From an optimization exercise on the open Yosys and OpenROAD flow, aimed at small area; shortcuts taken in it are not production practice.
Only simulation tests tie the RTL to the original design; equivalence was not proved.
Power and IR drop assume default switching activity.

## design/flow/flow/run.sh

```bash
#!/bin/bash
set -euo pipefail
export BUFFER_PORTS_ARGS="-buffer_cell sky130_fd_sc_hd__buf_1"
export CTS_ARGS="-sink_clustering_enable -repair_clock_nets -sink_clustering_size 15 -sink_clustering_max_diameter 50 -buf_list {sky130_fd_sc_hd__clkbuf_4 sky130_fd_sc_hd__clkbuf_8} -dont_use_dummy_load"
bash standard.sh finish > standard.log 2>&1
```

## design/flow/standard.sh

```bash
#!/bin/bash
# synth_recipe.tcl (not shown) runs the flow's synth.tcl, then flattens the netlist and writes it again
# the make line also repeats each setting of config.mk as NAME=value (left out here)
make -C /OpenROAD-flow-scripts/flow DESIGN_CONFIG=/design/flow/config.mk WORK_HOME=/design/flow/orfs CLKGATE_MAP_FILE= SYNTH_SCRIPT=/design/flow/synth_recipe.tcl "${@:-finish}"
```

## design/flow/config.mk

```make
export PLATFORM = sky130hd
export DESIGN_NAME = smc
export DESIGN_NICKNAME = smc
export VERILOG_FILES = /design/flow/design.v
export SDC_FILE = /design/flow/constraint.sdc
export NUM_CORES = 4
export LEC_CHECK = 0
export ABC_AREA = 1
export CAP_MARGIN = 10
export CORE_MARGIN = 2
export CORE_UTILIZATION = 65
export CTS_BUF_LIST = sky130_fd_sc_hd__clkbuf_4 sky130_fd_sc_hd__clkbuf_8
export CTS_CLUSTER_DIAMETER = 50
export CTS_CLUSTER_SIZE = 15
export GPL_TIMING_DRIVEN = 0
export PLACE_DENSITY = 0.75
export SLEW_MARGIN = 10
```

## design/flow/constraint.sdc

```tcl
create_clock -name core_clock -period 14.0 [get_ports {clk}]
set_input_delay 2.8000 -clock core_clock [delete_from_list [all_inputs] [get_ports {clk}]]
set_output_delay 2.8000 -clock core_clock [all_outputs]
set_load 0.01 [all_outputs]
```

## design/flow/design.v

```verilog
module smc (
    input             clk,
    input             rst,
    input      [7:2]  bus_addr,
    input             bus_we,
    input             bus_re,
    input      [31:0] bus_wdata,
    output reg [31:0] bus_rdata,
    output            busy,
    output     [4:0]  step,
    output     [4:0]  dir,
    output     [4:0]  en,
    output            tp_start,
    output     [31:0] tp_period,
    output            tp_stop,
    input             tp_tick,
    input             es_pos,
    input             es_neg
);
    localparam [2:0] RES_NONE = 3'd0, RES_DONE = 3'd1, RES_ABORTED = 3'd2,
                     RES_REJECTED = 3'd3, RES_ILLEGAL = 3'd4;
    reg [31:0] req0, req1, req2, req3, req4;
    reg [32:0] y0, y1, y2, y4;     
    reg [31:0] cur3;               
    reg [31:0] period, tpper;
    reg [1:0]  fmask;
    reg [4:0]  out_step, out_dir, out_en;
    reg [1:0]  act;          
    reg        wt;           
    reg [2:0]  result;
    reg        err, cal, esp, esn, tick;
    reg        tp_start_q, tp_stop_q;
    reg [31:0] nrem;         
    reg        cmr;          
    reg        dom_y, dom_z; 
    reg        fst;          
    reg        hp;           
    reg [32:0] e1, e2;       
    wire       bsy = |act;
    wire [1:0] ph  = {bsy & wt, bsy & ~wt};
    assign busy      = bsy;
    assign step      = out_step;
    assign dir       = out_dir;
    assign en        = out_en;
    assign tp_start  = tp_start_q;
    assign tp_stop   = tp_stop_q;
    assign tp_period = tpper;
    wire [2:0]  ra3 = bus_addr[4:2];
    wire        i0 = (ra3 == 3'd0), i1 = (ra3 == 3'd1), i2 = (ra3 == 3'd2),
                i3 = (ra3 == 3'd3), i4 = (ra3 == 3'd4);
    wire [31:0] rq = ({32{i0}} & req0) | ({32{i1}} & req1) | ({32{i2}} & req2) |
                     ({32{i3}} & req3) | ({32{i4}} & req4);
    wire [31:0] ry = ({32{i0}} & y0[31:0]) | ({32{i1}} & y1[31:0]) |
                     ({32{i2}} & y2[31:0]) | ({32{i4}} & y4[31:0]);
    wire [31:0] rcur = rq + ~ry;
    wire        rd_lo  = bus_re & (bus_addr[7:5] == 3'b000);
    wire        rd_req = bus_re & (bus_addr[7:5] == 3'b001);
    wire        rd_cur = bus_re & (bus_addr[7:5] == 3'b010);
    always @* begin
        bus_rdata = ({32{rd_lo & i1}} & {17'd0, 1'b0, act, ph, tick, bsy, esn, esp, cal, err, result, bsy}) |
                    ({32{rd_lo & i2}} & period) |
                    ({32{rd_lo & i3}} & {30'd0, fmask}) |
                    ({32{rd_lo & i4}} & {11'd0, out_en, 3'd0, out_dir, 3'd0, out_step}) |
                    ({32{rd_req & ~ra3[2] | rd_req & i4}} & rq) |
                    ({32{rd_cur & (i0 | i1 | i2 | i4)}} & rcur) |
                    ({32{rd_cur & i3}} & cur3);
    end
    wire [3:0] op  = bus_wdata[3:0];
    wire [4:0] axm = bus_wdata[8:4];
    wire idle_we   = ~bsy & bus_we;
    wire wr_cmd    = idle_we & (bus_addr == 6'h00);
    wire cmd_illegal = (|bus_wdata[31:9]) || (op != 4'h4 && axm != 5'd0) ||
                       (op == 4'h0) || (op[3]);
    wire cmd_ok    = wr_cmd & ~cmd_illegal;
    wire is_move   = (op[3:2] == 2'b00);                
    wire accept    = cmd_ok & is_move & ~err;
    wire reject    = cmd_ok & is_move & err;
    wire c_setpos  = cmd_ok & (op[2:0] == 3'd4);
    wire c_fltclr  = cmd_ok & (op[2:0] == 3'd5);
    wire c_calok   = cmd_ok & (op[2:0] == 3'd6);
    wire c_calfail = cmd_ok & (op[2:0] == 3'd7);
    wire [1:0]  sel = bsy ? act : bus_wdata[1:0];
    wire        l0x = ~sel[1];
    wire        l0r = (sel == 2'd2);
    wire        l0e = (sel == 2'd3);
    genvar g;
    wire [32:0] yl0 = ({33{l0x}} & y0) | ({33{l0r}} & {req3[31], req3}) | ({33{l0e}} & y4);
    wire c0 = l0r ? yl0[32] : ~yl0[32];
    wire c1 = ~y1[32];
    wire c2 = ~y2[32];
    wire [31:0] m0 = yl0[31:0] ^ {32{yl0[32]}};
    wire [31:0] m1 = y1[31:0] ^ {32{y1[32]}};
    wire [31:0] m2 = y2[31:0] ^ {32{y2[32]}};
    wire        pr = ~req3[31] & (|req3);     
    wire        cX = ~y0[32];
    wire [31:0] mX = y0[31:0] ^ {32{y0[32]}};
    wire ge01;
    smc_ge u_ge01 (.a(mX), .b(m1), .ci(cX | ~c1), .ge(ge01));
    wire [31:0] mw = ge01 ? mX : m1;
    wire        cw = ge01 ? cX : c1;
    wire gew2;
    smc_ge u_gew2 (.a(mw), .b(m2), .ci(cw | ~c2), .ge(gew2));
    wire ny_y = gew2 & ~ge01;
    wire ny_z = ~gew2;
    wire cy = bsy ? dom_y : (ny_y & ~sel[1]);
    wire cz = bsy ? dom_z : (ny_z & ~sel[1]);
    wire cx = ~cy & ~cz;
    wire [31:0] dm  = ({32{cx}} & m0) | ({32{cy}} & m1) | ({32{cz}} & m2);    
    wire        cm  = (cx & c0) | (cy & c1) | (cz & c2);
    wire        sel_a = ~bsy | hp;
    wire        ini   = ~bsy | fst;
    wire        tu    = ~e2[32];
    wire [32:0] ndm   = ~{1'b0, dm};
    wire [32:0] nhdm  = ~{2'b00, dm[31:1]};
    wire        wry = ~bsy & bus_addr[5];
    wire [32:0] pu = wry ? {bus_wdata[31], bus_wdata} : ini ? nhdm : e2;
    wire        q0 = ~wry & sel_a & ~cx;
    wire        q1 = ~wry & (sel_a ? cx : cz);
    wire        q2 = ~wry & ~sel_a & ~cz;
    wire [32:0] qu = ({33{q0}} & {1'b0, m0}) | ({33{q1}} & {1'b0, m1}) | ({33{q2}} & {1'b0, m2}) |
                     ({33{wry}} & ~{rcur[31], rcur});
    wire        cq = (q0 & c0) | (q1 & c1) | (q2 & c2);
    wire [32:0] ru = (~ini & tu) ? ndm : 33'd0;
    wire        ci = ~wry & (ini ? (~cm & ~dm[0]) : (tu & ~cm));
    wire [32:0] su = pu ^ qu ^ ru;
    wire [32:0] ku = {(pu[31:0] & qu[31:0]) | (pu[31:0] & ru[31:0]) | (qu[31:0] & ru[31:0]), cq};
    wire [32:0] eu;
    smc_add #(.N(33)) u_add (.a(su), .b(ku), .ci(ci), .s(eu));
    wire sta = ~e1[32];
    wire stb = ~eu[32];
    wire [32:0] bb;
    wire [31:0] nrem_inc;
    assign bb[0] = 1'b1;
    generate
        for (g = 0; g < 32; g = g + 1) begin : g_rem
            assign nrem_inc[g] = nrem[g] ^ bb[g];
            assign bb[g+1]     = bb[g] & nrem[g];
        end
    endgenerate
    reg  done;
    wire done_n = bsy ? (cmr ? ~(|nrem) : (&nrem)) : (~cm & ~(|dm));
    wire s_step  = bsy & ~err & ~wt;
    wire s_iter  = s_step & ~done;
    wire s_fin   = s_step & done;
    wire s_abort = bsy & err;
    wire s_stop  = s_abort | s_fin;
    wire [4:0] tog_dom = (act == 2'd3) ? 5'b10000 :
                         (act == 2'd2) ? 5'b01000 :
                         {2'b00, cz, cy, cx};
    wire [4:0] tog_a   = (act == 2'd1 && sta) ? (cx ? 5'b00010 : 5'b00001) : 5'd0;
    wire [4:0] tog_b   = (act == 2'd1 && stb) ? (cz ? 5'b00010 : 5'b00100) : 5'd0;
    wire       wr_fmask = idle_we & (bus_addr == 6'h03);
    wire       wr_out   = idle_we & (bus_addr == 6'h04);
    wire [1:0] fmask_n  = wr_fmask ? bus_wdata[1:0] : fmask;
    wire       ep = es_pos & ~fmask_n[0];
    wire       en_ = es_neg & ~fmask_n[1];
    wire [31:0] wd  = rst ? 32'd0 : bus_wdata;
    wire wr_q0 = idle_we && bus_addr == 6'h08;
    wire wr_q1 = idle_we && bus_addr == 6'h09;
    wire wr_q2 = idle_we && bus_addr == 6'h0A;
    wire wr_q3 = idle_we && bus_addr == 6'h0B;
    wire wr_q4 = idle_we && bus_addr == 6'h0C;
    wire we_req0 = rst | c_calok | wr_q0;
    wire we_req1 = rst | c_calok | wr_q1;
    wire we_req2 = rst | c_calok | wr_q2;
    wire we_req3 = rst | wr_q3;
    wire we_req4 = rst | wr_q4;
    wire we_per  = rst | (idle_we && bus_addr == 6'h02);
    wire [31:0] wdr = c_calok ? 32'd0 : wd;
    wire one0 = rst | c_calok | (c_setpos & axm[0]) | (s_fin & act == 2'd1);
    wire one1 = rst | c_calok | (c_setpos & axm[1]) | (s_fin & act == 2'd1);
    wire one2 = rst | c_calok | (c_setpos & axm[2]) | (s_fin & act == 2'd1);
    wire one4 = rst | (c_setpos & axm[4]) | (s_fin & act == 2'd3);
    wire ld_cur3 = rst | (c_setpos & axm[3]) | (s_fin & act == 2'd2);
    wire [32:0] ynw = eu | {33{rst | ~idle_we | ~bus_addr[5]}};
    always @(posedge clk) begin
        if (we_req0) req0 <= wdr;
        if (we_req1) req1 <= wdr;
        if (we_req2) req2 <= wdr;
        if (we_req3) req3 <= wd;
        if (we_req4) req4 <= wd;
        if (we_per)  period <= wd;
        if (rst | accept) tpper <= rst ? 32'd0 : period;
        if (one0 | wr_q0) y0 <= ynw;
        if (one1 | wr_q1) y1 <= ynw;
        if (one2 | wr_q2) y2 <= ynw;
        if (one4 | wr_q4) y4 <= ynw;
        if (ld_cur3) cur3 <= rst ? 32'd0 : req3;
    end
    always @(posedge clk) begin
        if (rst) begin
            fmask      <= 2'd0;
            out_step   <= 5'd0;
            out_dir    <= 5'd0;
            out_en     <= 5'd0;
            act        <= 2'd0;
            wt         <= 1'b0;
            result     <= RES_NONE;
            err        <= 1'b0;
            cal        <= 1'b0;
            esp        <= 1'b0;
            esn        <= 1'b0;
            tick       <= 1'b0;
            tp_start_q <= 1'b0;
            tp_stop_q  <= 1'b0;
        end else begin
            tp_start_q <= accept;
            tp_stop_q  <= s_stop;
            fmask <= fmask_n;
            if (wr_out)
                out_en <= bus_wdata[20:16];
            if (wr_out) begin
                out_step <= bus_wdata[4:0];
                out_dir  <= bus_wdata[12:8];
            end else if (accept) begin
                case (op[1:0])
                    2'd1:    out_dir[2:0] <= {c2, c1, c0};
                    2'd2:    out_dir[3]   <= pr;
                    default: out_dir[4]   <= c0;
                endcase
            end else if (s_iter) begin
                out_step <= out_step ^ tog_dom ^ tog_a ^ tog_b;
            end
            if (accept) begin
                act <= op[1:0];
                wt  <= 1'b0;
            end else if (s_stop) begin
                act <= 2'd0;
            end else if (s_iter) begin
                wt  <= 1'b1;
            end else if (bsy && !err && wt && tick) begin
                wt  <= 1'b0;
            end
            if (bsy)
                tick <= s_stop ? 1'b0 : (wt ? tp_tick : (tick | tp_tick));
            else
                tick <= accept & tp_tick;
            if (wr_cmd) begin
                if (cmd_illegal)   result <= RES_ILLEGAL;
                else if (reject)   result <= RES_REJECTED;
                else if (accept)   result <= RES_NONE;
                else               result <= RES_DONE;
            end else if (s_abort) begin
                result <= RES_ABORTED;
            end else if (s_fin) begin
                result <= RES_DONE;
            end
            if (c_setpos || c_fltclr || c_calok) err <= 1'b0;
            if (c_calfail) err <= 1'b1;
            if (c_fltclr) begin esp <= 1'b0; esn <= 1'b0; end
            if (c_calok) cal <= 1'b1;
            if (c_calfail) cal <= 1'b0;
            if (ep) begin esp <= 1'b1; err <= 1'b1; cal <= 1'b0; end
            if (en_) begin esn <= 1'b1; err <= 1'b1; cal <= 1'b0; end
        end
    end
    always @(posedge clk) begin
        hp <= s_iter;
        if (accept | hp) done <= done_n;
        if (accept) begin
            nrem       <= ~dm;
            cmr        <= cm;
            dom_y      <= ny_y & (op[1:0] == 2'd1);
            dom_z      <= ny_z & (op[1:0] == 2'd1);
            fst        <= 1'b1;
        end else if (s_iter) begin
            nrem       <= nrem_inc;
            fst        <= 1'b0;
        end
        if (accept | hp | s_iter) begin
            e1 <= eu;
            e2 <= e1;
        end
    end
endmodule
module smc_add #(parameter N = 34) (
    input  [N-1:0] a,
    input  [N-1:0] b,
    input          ci,
    output [N-1:0] s
);
    localparam integer TOP = (N > 32) ? 32 : (N > 16) ? 16 : (N > 8) ? 8 : (N > 4) ? 4 : (N > 2) ? 2 : 1;
    reg [N-1:0] g, p, gg, pp;
    integer i, l, d;
    always @* begin
        p = a ^ b;
        g = a & b;
        gg = g;
        pp = p;
        gg[0] = g[0] | (p[0] & ci);
        for (d = 1; d < N; d = d * 2)
            for (i = 2 * d - 1; i < N; i = i + 2 * d) begin
                gg[i] = gg[i] | (pp[i] & gg[i - d]);
                pp[i] = pp[i] & pp[i - d];
            end
        for (d = TOP; d >= 1; d = d / 2)
            for (i = 3 * d - 1; i < N; i = i + 2 * d) begin
                gg[i] = gg[i] | (pp[i] & gg[i - d]);
                pp[i] = pp[i] & pp[i - d];
            end
    end
    assign s = p ^ {gg[N-2:0], ci};
endmodule
module smc_ge (
    input  [31:0] a,
    input  [31:0] b,
    input         ci,
    output        ge
);
    reg [31:0] g, p;
    integer i, d;
    always @* begin
        g = a & ~b;
        p = a | ~b;
        g[0] = g[0] | (p[0] & ci);
        for (d = 1; d < 32; d = d * 2)
            for (i = 2 * d - 1; i < 32; i = i + 2 * d) begin
                g[i] = g[i] | (p[i] & g[i - d]);
                p[i] = p[i] & p[i - d];
            end
    end
    assign ge = g[31];
endmodule
```

==> impl.org, run 1 <==
** Flow run
- Across the run, the number of max-cap violations was 0.

** Final layout
- The post-route netlist has 4.96% of its cells at a drive strength greater than 1.
- Non-Filler Instances :: 4096
- After filler insertion, the fill cell instance count of the layout stands at between 3000 and 4000.
- Multi-input gate area :: between 10000 and 15000 µm²
- Total number of nets in the final design :: 3680
- Once layout is complete, the utilization of the core stands at 71.1%.
- Layout area overhead :: 8.21%
- Across the whole layout, storage elements account for 15400 µm².

** Synthesis
- Summed over its instances, the top area cell type makes up 48.3% of the synthesized netlist area.
- In the synthesized netlist the async set-or-reset flop fraction comes to 0%.
- The cell area that synthesis handed to floorplanning was 30500 µm².
- Top post-synthesis cells by area :: edfxtp_1, nand2_1, inv_1
- Number of warnings printed during yosys synthesis :: 3
- Dominant synthesized flop cell :: edfxtp_1
- Cells after Synth :: 3291
- Number of enable-type register cells in the synthesized netlist :: 490
- For this run, the register share of the synthesized area comes to approximately 50%.
- Count of unique library cells instantiated by Yosys :: 60
- By instance count, the leading cell after synthesis is nand2_1.
- After synthesis the netlist holds a flip-flop and latch count of 522.
- Post-synthesis average cell area :: approximately 9 µm²
- Dominant cell type by area after synthesis :: edfxtp_1
- In the synthesized netlist, the cells that appear most often are nand2_1, edfxtp_1, inv_1.
- Synthesized net count :: 3482

** CTS
- The H-tree was split into 2 levels.
- Counting the buffers created by CTS gives 54.
- TritonCTS built the clock tree.
- Gates resized, CTS repair :: 0
- The clock net in this run drives a total of 522 sinks.
- Clock-pin slew was measured on the worst setup and hold paths at 90 ps.
- In this run the post-CTS setup repair buffer count came out at 0.
- Number of hold-repair buffers added at the cts stage :: 0
- The later pin in the worst-skew pair is clocked with a latency of 770 ps.
- The tree is rooted in a clkbuf_8.
- Max Root-Sink Buffers :: 3

** Timing
- Total count of hold-check failures in the final report :: 0
- Dividing the final minimum period by the clock period gives between 90% and 100%.
- Time the worst path needs with I/O delays and setup :: approximately 13000 ps
- The number of pins exceeding their max-slew limit in the final report came to 0.
- Setup slack on the critical path of the routed design comes to just over 1000 ps.
- For the final database, setup skew stands at around 110 ps.
- Final setup viols :: 0
- Based on the critical path, the design can be clocked at up to just under 0.08 GHz.
- Worst max-slew margin expressed relative to the limit :: slightly above 5%
- Setup repair after global routing missed its margin :: no
- In the final timing run, aggregate negative setup slack is 0 ps.
- Transition time at the pin with the least slew margin :: 1420 ps

** Place
- Dpl ws :: approximately 1200 ps
- The congestion estimate from routability-driven global placement came to 1.05.
- Detailed Place HPWL :: approximately 92000 µm
- Number of port buffers :: 125
- Cell Count Post-Placement :: 4040

** Floorplan
- The initial utilization of the core area, before any placement, comes to ~66%.
- Die width :: 220 µm
- Number of top-level pins :: 127
- The region available for standard cell placement spans ~46000 µm².
- Row generation in the floorplan step produced 79 rows.
- From bottom edge to top edge, the die measures 220 µm.
- The die covers just under 50000 µm².

** Min path
- End of the worst hold path :: e2[10]
- The startpoint identified for the worst hold timing path is e1[10].
- The worst hold path belongs to the class register to register.
- Counting instances, the worst hold path has a depth of 0.

** Routing
- First-iteration detailed-routing DRC count :: 5085
- DRT Pass-1 Iters :: 7
- After detailed routing, the number of remaining DRC violations is 0.
- Dividing the detail-routed wire length by the instance count gives a little under 30 µm.
- The count of nets left with antenna violations once routing finished came out at 0.
- Via count :: 27800
- Detailed-route wire length :: 119000 µm
- Routed via count divided by cell count :: 6.79

** GRT
- The total overflow left after global routing is 0.
- For this run, the total global-route usage over all layers was measured as 48.8%.
- Number of global-route vias before repair :: 26200
- The initial antenna violation count was 4.
- Largest net degree at the start of global routing :: 52
- Wire length of the first global-routing pass :: 168000 µm

** Worst setup path
- Worst path required time :: between 10000 and 15000 ps
- The critical path in this run is classified as input pin to register.
- Critical-path top delay cell :: o21ai_1
- Maximum cell stage delay along the critical path :: 990 ps
- In this run the critical register-to-register path is captured at y2[31].
- The worst register-to-register path has a depth of 57.
- RR Startpoint :: y1[32]
- Most common cell on crit path :: nand2_1
- STA classifies the critical path startpoint as an input pin.
- Data arrival time of the critical path :: 13450 ps
- Largest driver fanout on the critical path :: 10
- Worst Setup End Kind :: register
- Slack of the worst reg-to-reg path :: around 2800 ps

** Pwr
- For this design the static power due to leakage is 13.2 nW.
- Maximum ir drop on the vdd rail :: 0.197 mV
- Power per cell area :: about 200 nW/µm²

** Run status
- Run status :: timing/DRC/antenna clean
==> cells in the final DEF, fill, tap and decap left out, types with 34 or more instances in the layout <==
cell type  netlist  final
fa_1            50     50
a21oi_1        142    142
xor2_1          86     86
nand3_1        107    106
a221oi_1        54     54
buf_1           13    138
o22ai_1         44     44
nor2_1         351    350
clkbuf_8         0     54
o2111ai_1       36     34
inv_1          358    357
clkbuf_1        90     90
nand2_1        779    774
edfxtp_1       490    490
ha_1            96     96
xnor2_1         63     63
o211ai_1        40     40
o21ai_0        164    162
==> where the power goes <==
group          switching (mW)  internal (mW)
logic                    2.46           1.14
clock network           0.536          0.340
registers              0.0849           1.96
total                    3.08           3.44
==> cell families after synthesis <==
kind of cell / count (synthesis) / synth area share (%)
adders and majority gates: 146 / 7.23
buffers and inverters: 503 / 6.70
xor gates and xnor gates: 157 / 4.71
DFF: 522 / 50.4
and+or+nand+nor: 1357 / 18.2
AOI/OAI and AO/OA: 606 / 12.8
==> sequential cells by signal (all words and copies together), names as in the netlist, 3 cells and up <==
name / count
result: 3
req0: 32
y1: 33
y2: 33
out_dir: 5
period: 32
req1: 32
y4: 33
out_step: 5
y0: 33
out_en: 5
req4: 32
cur3: 32
e1: 33
tpper: 32
nrem: 32
req2: 32
e2: 33
req3: 32
==> metrics by stage <==
step	hold WS (ps)	area, µm²	power [mW]
3_3_place_gp	400	31700	5.38
2_1_floorplan	400	30500	4.39
5_1_grt	400	33000	6.84
6_report	404	33000	6.52
4_1_cts	405	33000	6.34
3_5_place_dp	405	32200	5.50
==> per-layer routing <==
| layer | vias up | track usage (%) | share of wire [%] |
|---|---|---|---|
| met5 | - | 0 | 0 |
| met4 | 0 | 39.8 | 11 |
| met3 | 668 | 14.9 | 15 |
| met2 | 2656 | 70.9 | 41 |
| met1 | 12800 | 60.4 | 33 |
| li1 | 11600 | - | - |
==> final cells by class <==
| cell class | count | share of cell area, % |
|---|---|---|
| Clock buffer | 54 | 2.25 |
| Timing Repair Buffer | 142 | 2.61 |
| Buffer | 133 | 1.97 |
| Multi-Input combinational cell | 2266 | 40.0 |
| Sequential cell | 522 | 46.6 |
| Inverter | 370 | 4.22 |
| Antenna cell | 2 | 0.0152 |
| Tap cell | 607 | 2.30 |
==> worst max path at each step <==
| stage | from | endpoint | slack, ps |
|---|---|---|---|
| final | bus_wdata[1] | y2[31] | 1010 |
| after global routing | bus_wdata[1] | y1[31] | 890 |
| after CTS | bus_wdata[1] | y1[31] | 1830 |
| after detailed placement | bus_wdata[1] | y4[31] | 1170 |
| after global placement | bus_wdata[1] | y4[31] | 1520 |
| after floorplan | bus_addr[3] | bus_rdata[30] | 4460 |
==> worst max-delay path: cells and delay by family <==
family,cells,cell delay [ps]
adder cells (fa/ha/maj),4,1820
buffers and inverters,4,1860
AND/OR/NAND/NOR,18,3100
AO/OA/AOI/OAI,10,3430
XOR/XNOR,1,380
==> inputs of run 2 (changes only) <==
--- a/design/flow/config.mk
+++ b/design/flow/config.mk
@@ -8,5 +8,5 @@
 export ABC_AREA = 1
-export CAP_MARGIN = 10
+export CAP_MARGIN = 5
 export CORE_MARGIN = 2
-export CORE_UTILIZATION = 65
+export CORE_UTILIZATION = 70
 export CTS_BUF_LIST = sky130_fd_sc_hd__clkbuf_4 sky130_fd_sc_hd__clkbuf_8
@@ -15,3 +15,3 @@
 export GPL_TIMING_DRIVEN = 0
-export PLACE_DENSITY = 0.75
-export SLEW_MARGIN = 10
+export PLACE_DENSITY = 0.85
+export SLEW_MARGIN = 5
==> run 2 against run 1 <==
Area after synthesis is the same. Register-to-register slack gained 350 ps. Fmax grew 0.80%. Core utilization grew 5.1 points.
==> impl.org, run 2 <==
** Run status
- Run status :: timing/DRC/antenna clean (unchanged)

** Synthesis
- The area share of the largest cell type after synthesis came to 48.3% (unchanged).
- The fraction of registers with async set/reset came to 0% (unchanged).
- The number of enable flip-flop cells after synthesis is 490 (unchanged).
- The complex-gate fraction of the synthesized area was 12.8% (unchanged).
- Post-synth top cells :: nand2_1, edfxtp_1, inv_1 (unchanged)
- Netlist area before placement :: 30500 µm² (unchanged)
- Share of synthesized area occupied by flip-flops and latches :: 50.4% (unchanged)
- The dominant cell by count in the synthesized netlist is nand2_1 (unchanged).
- Cells after Synth :: 3291 (unchanged)
- Dominant synthesized flop cell :: edfxtp_1 (unchanged)
- Synthesized net count :: 3482 (unchanged)
- The dominant cell type by area after synthesis is edfxtp_1 (unchanged).
- Post-synthesis average cell area :: 9.26 µm² (unchanged)
- The adder and majority cell fraction of the synthesized area is 7.23% (unchanged).
- Top post-synthesis cells by area :: edfxtp_1, nand2_1, inv_1 (unchanged)
- The xor and xnor fraction of the mapped netlist area came to 4.71% (unchanged).
- The number of warnings printed during yosys synthesis came to 3 (unchanged).
- Main combinational cell family by area after synthesis :: simple AND/OR/NAND/NOR gates (unchanged)
- Count of unique library cells instantiated by Yosys :: 60 (unchanged)
- Share of synthesized cell area in and, or, nand and nor gates :: 18.2% (unchanged)
- The multiplexer share of the synthesized area is 0% (unchanged).
- The count of state elements after synthesis was 522 (unchanged).

** Worst setup path
- Slack of the worst reg-to-reg path :: 3140 ps (was 2790 ps)
- Worst path required time :: 11200 ps (was 14450 ps)
- Largest driver fanout on the critical path :: 10 (unchanged)
- Kind of cell adding the most delay to the critical path :: buffers and inverters (was compound AO/OA/AOI/OAI gates)
- The startpoint type of the worst setup path is an input pin (unchanged).
- Endpoint of the worst-slack reg-to-reg timing path :: y4[31] (was y2[31])
- Critical-path top delay cell :: buf_1 (was o21ai_1)
- The startpoint of the worst setup timing path is bus_addr[4] (was bus_wdata[1]).
- The endpoint type of the worst setup path is an output port (was register).
- The count of buffering cells on the critical path with inverters included is 6 (was 4).
- The length in cells of the worst reg-to-reg path was 57 (unchanged).
- Data arrival time of the critical path :: 10090 ps (was 13450 ps)
- The source of the worst register-to-register timing path is y1[32] (unchanged).
- The worst setup path category was input pin to output port (was input pin to register).
- Maximum cell stage delay along the critical path :: 890 ps (was 990 ps)
- The cell depth of the worst setup path is 27 (was 37).

** Pwr
- The ratio of total power to cell area came to 200 nW/µm² (was 198 nW/µm²).
- Static leakage :: 13.1 nW (was 13.2 nW)
- Maximum ir drop on the vdd rail :: 0.221 mV (was 0.197 mV)
- The total power after layout came to 6.53 mW (was 6.52 mW).

** Floorplan
- Height of the chip :: 213 µm (was 220 µm)
- The die footprint is 45200 µm² (was 48600 µm²).
- Die width :: 213 µm (was 220 µm)
- The number of I/O pins came to 127 (unchanged).
- Floorplan row count :: 76 (was 79)
- The initial core utilization was 70.9% (was 65.7%).
- Floorplan Core Area :: 43000 µm² (was 46400 µm²)

** CTS
- The number of clock buffers inserted by TritonCTS was 50 (was 54).
- The insertion delay to the later sink of the worst-skew pair came to 740 ps (was 770 ps).
- The total of cells resized after clock tree synthesis was 0 (unchanged).
- The depth of the CTS H-tree came to 2 (unchanged).
- Setup Buffers After CTS :: 0 (unchanged)
- The clock transition at the registers of the reported paths came to 90 ps (about the same).
- Number of hold-repair buffers added at the cts stage :: 0 (unchanged)
- The TritonCTS clock tree is done (unchanged).
- The number of clock sinks was 522 (unchanged).
- The cell at the root of the clock tree is clkbuf_8 (unchanged).
- Max Root-Sink Buffers :: 3 (unchanged)

** Routing
- Detailed-route wire length :: 118000 µm (was 119000 µm)
- The post-detailed-route via-to-cell ratio came to 7.01 (was 6.79).
- The number of design-rule violations left by the first detailed-router iteration was 5597 (was 5085).
- The number of nets still failing antenna checks after routing was 0 (unchanged).
- The detailed-route wire length per cell came to 29.1 µm (was 29.0 µm).
- DRT Pass-1 Iters :: 12 (was 7)
- Post-route DRC :: 0 (unchanged)
- Via count :: 28500 (was 27800)

** GRT
- Wire length of the first global-routing pass :: 168000 µm (about the same)
- Number of global-route vias before repair :: 26800 (was 26200)
- Largest net degree at the start of global routing :: 66 (was 52)
- Number of antenna violations at the first check in global routing :: 7 (was 4)
- The final global-route overflow total is 0 (unchanged).
- The global routing usage summed across all routing layers was 52.4% (was 48.8%).

** Timing
- Total Neg Setup Slack :: 0 ps (unchanged)
- Setup Skew :: 120 ps (was 112 ps)
- Final max-slew violation count :: 0 (unchanged)
- The slew at the pin with the worst max-slew slack came to 1460 ps (was 1420 ps).
- The count of endpoints failing hold in the final timing report is 0 (unchanged).
- Fin crit share :: 92.1% (was 92.8%)
- The least setup slack across all paths after layout was 1110 ps (was 1010 ps).
- The shortest period the worst path allows was 12890 ps (was 12990 ps).
- The number of setup violations in the final report was 0 (unchanged).
- Setup repair after global routing missed its margin :: no (unchanged)
- Worst hold slack :: 390 ps (was 404 ps)
- The tightest slew margin relative to the limit came to 2.03% (was 5.17%).
- FMAX :: 0.0776 GHz (was 0.0770 GHz)

** Place
- Cell Count Post-Placement :: 4013 (was 4040)
- Routability-driven placement congestion ratio :: 1.10 (was 1.05)
- Number of port buffers :: 125 (unchanged)
- Dpl ws :: 1550 ps (was 1170 ps)
- Detailed Place HPWL :: 90700 µm (was 92400 µm)

** Min path
- The critical hold path startpoint is e1[8] (was e1[10]).
- The worst hold path endpoint is e2[8] (was e2[10]).
- Worst hold path cell count :: 0 (unchanged)
- Type of the tightest min-delay check :: register to register (unchanged)

** Final layout
- Commonest non-fill, non-tap cells in the layout: nand2_1, edfxtp_1, inv_1 (unchanged).
- The filler-free cell count of the finished design was 4068 (was 4096).
- Total number of nets in the final design :: 3671 (was 3680)
- The most common cell after layout, fill and taps aside was nand2_1 (unchanged).
- Layout area overhead :: 7.50% (was 8.21%)
- Share of cells above drive strength 1 :: 4.69% (was 4.96%)
- Number of filler instances in the final layout :: 2953 (was 3441)

** Flow run
- The count of maximum capacitance violations was 0 (unchanged).
## run 2: cell counts after synthesis
No cell type changed its count.
## run 2: how the worst max path moves through the flow
stage,endpoint
4_1_cts,bus_rdata[28]
2_1_floorplan,bus_rdata[30]
3_5_place_dp,y2[31]
6_report,bus_rdata[28]
5_1_grt,bus_rdata[28]
3_3_place_gp,y2[31]
## run 2: metrics by stage
| stage | instance area [µm²] | utilization, % |
|---|---|---|
| final | 32700 | 76.2 |
| after global routing | 32700 | 76.2 |
| after CTS | 32700 | 76.2 |
| after detailed placement | 32000 | 74.6 |
| after floorplan | 30500 | - |
| after global placement | 31700 | 73.7 |
## run 2: cell type report
class	count	area, µm²	share of cell area, %
diodes	5	12.5	0.0382
plain buffers	133	649	1.98
clock buffers	50	688	2.10
inverters	370	1390	4.25
multi-input cells	2266	13200	40.3
flip-flops and latches	522	15400	46.9
well taps	585	732	2.24
repair buffers	137	722	2.20
## run 2: metal layers
metal | routed length (µm) | GRT usage, % | share of wire, % | vias up
met1 | 36700 | 63.4 | 31 | 12900
met3 | 19200 | 17.0 | 16 | 873
li1 | - | - | - | 11600
met4 | 13700 | 45.8 | 12 | 6
met5 | 34 | 0 | 0.029 | -
met2 | 48700 | 75.6 | 41 | 3044
## run 2: cell families after synthesis
kind of cell,count (synthesis)
simple gates,1357
xor+xnor,157
fa+ha+maj,146
flops,522
compound gates,606
buf+inv,503
## run 2: power breakdown
part           leakage (nW)  internal, mW  switching [mW]
combinational          8.00          1.15            2.49
clock                 0.360         0.317           0.527
sequential             4.78          1.96          0.0861
total                  13.1          3.43            3.10

## what the ideal ports hide
The flow's constraints put no driver on any port. The routed layouts listed below were extracted and timed again, unchanged, in two steps. Step 1, drivers: a clkbuf_16 drives clk and a buf_2 each remaining input, both assumed. Step 2 adds t to the input delays and takes it off the output delays; t is the mean of the earliest and latest rising clock arrival at the registers after step 1. Input paths then give back, and output paths get back, about the clock's delay inside the block. Three values: ideal, step 1, step 2; two values: the first two.
run	shift t [ns]	setup WS [ns]	clock arrival spread, ns	worst data-port slew with drivers (ns)
run 1	0.773	1.005 / 1.036 / 0.263	0.112 / 0.113	0.05
run 2	0.741	1.108 / 1.086 / 0.732	0.120 / 0.120	0.07
After both steps setup and hold are still met in every run listed. The setup slack of run 1, which loses most, moves by +0.031 ns with the drivers and by -0.742 ns with both steps.
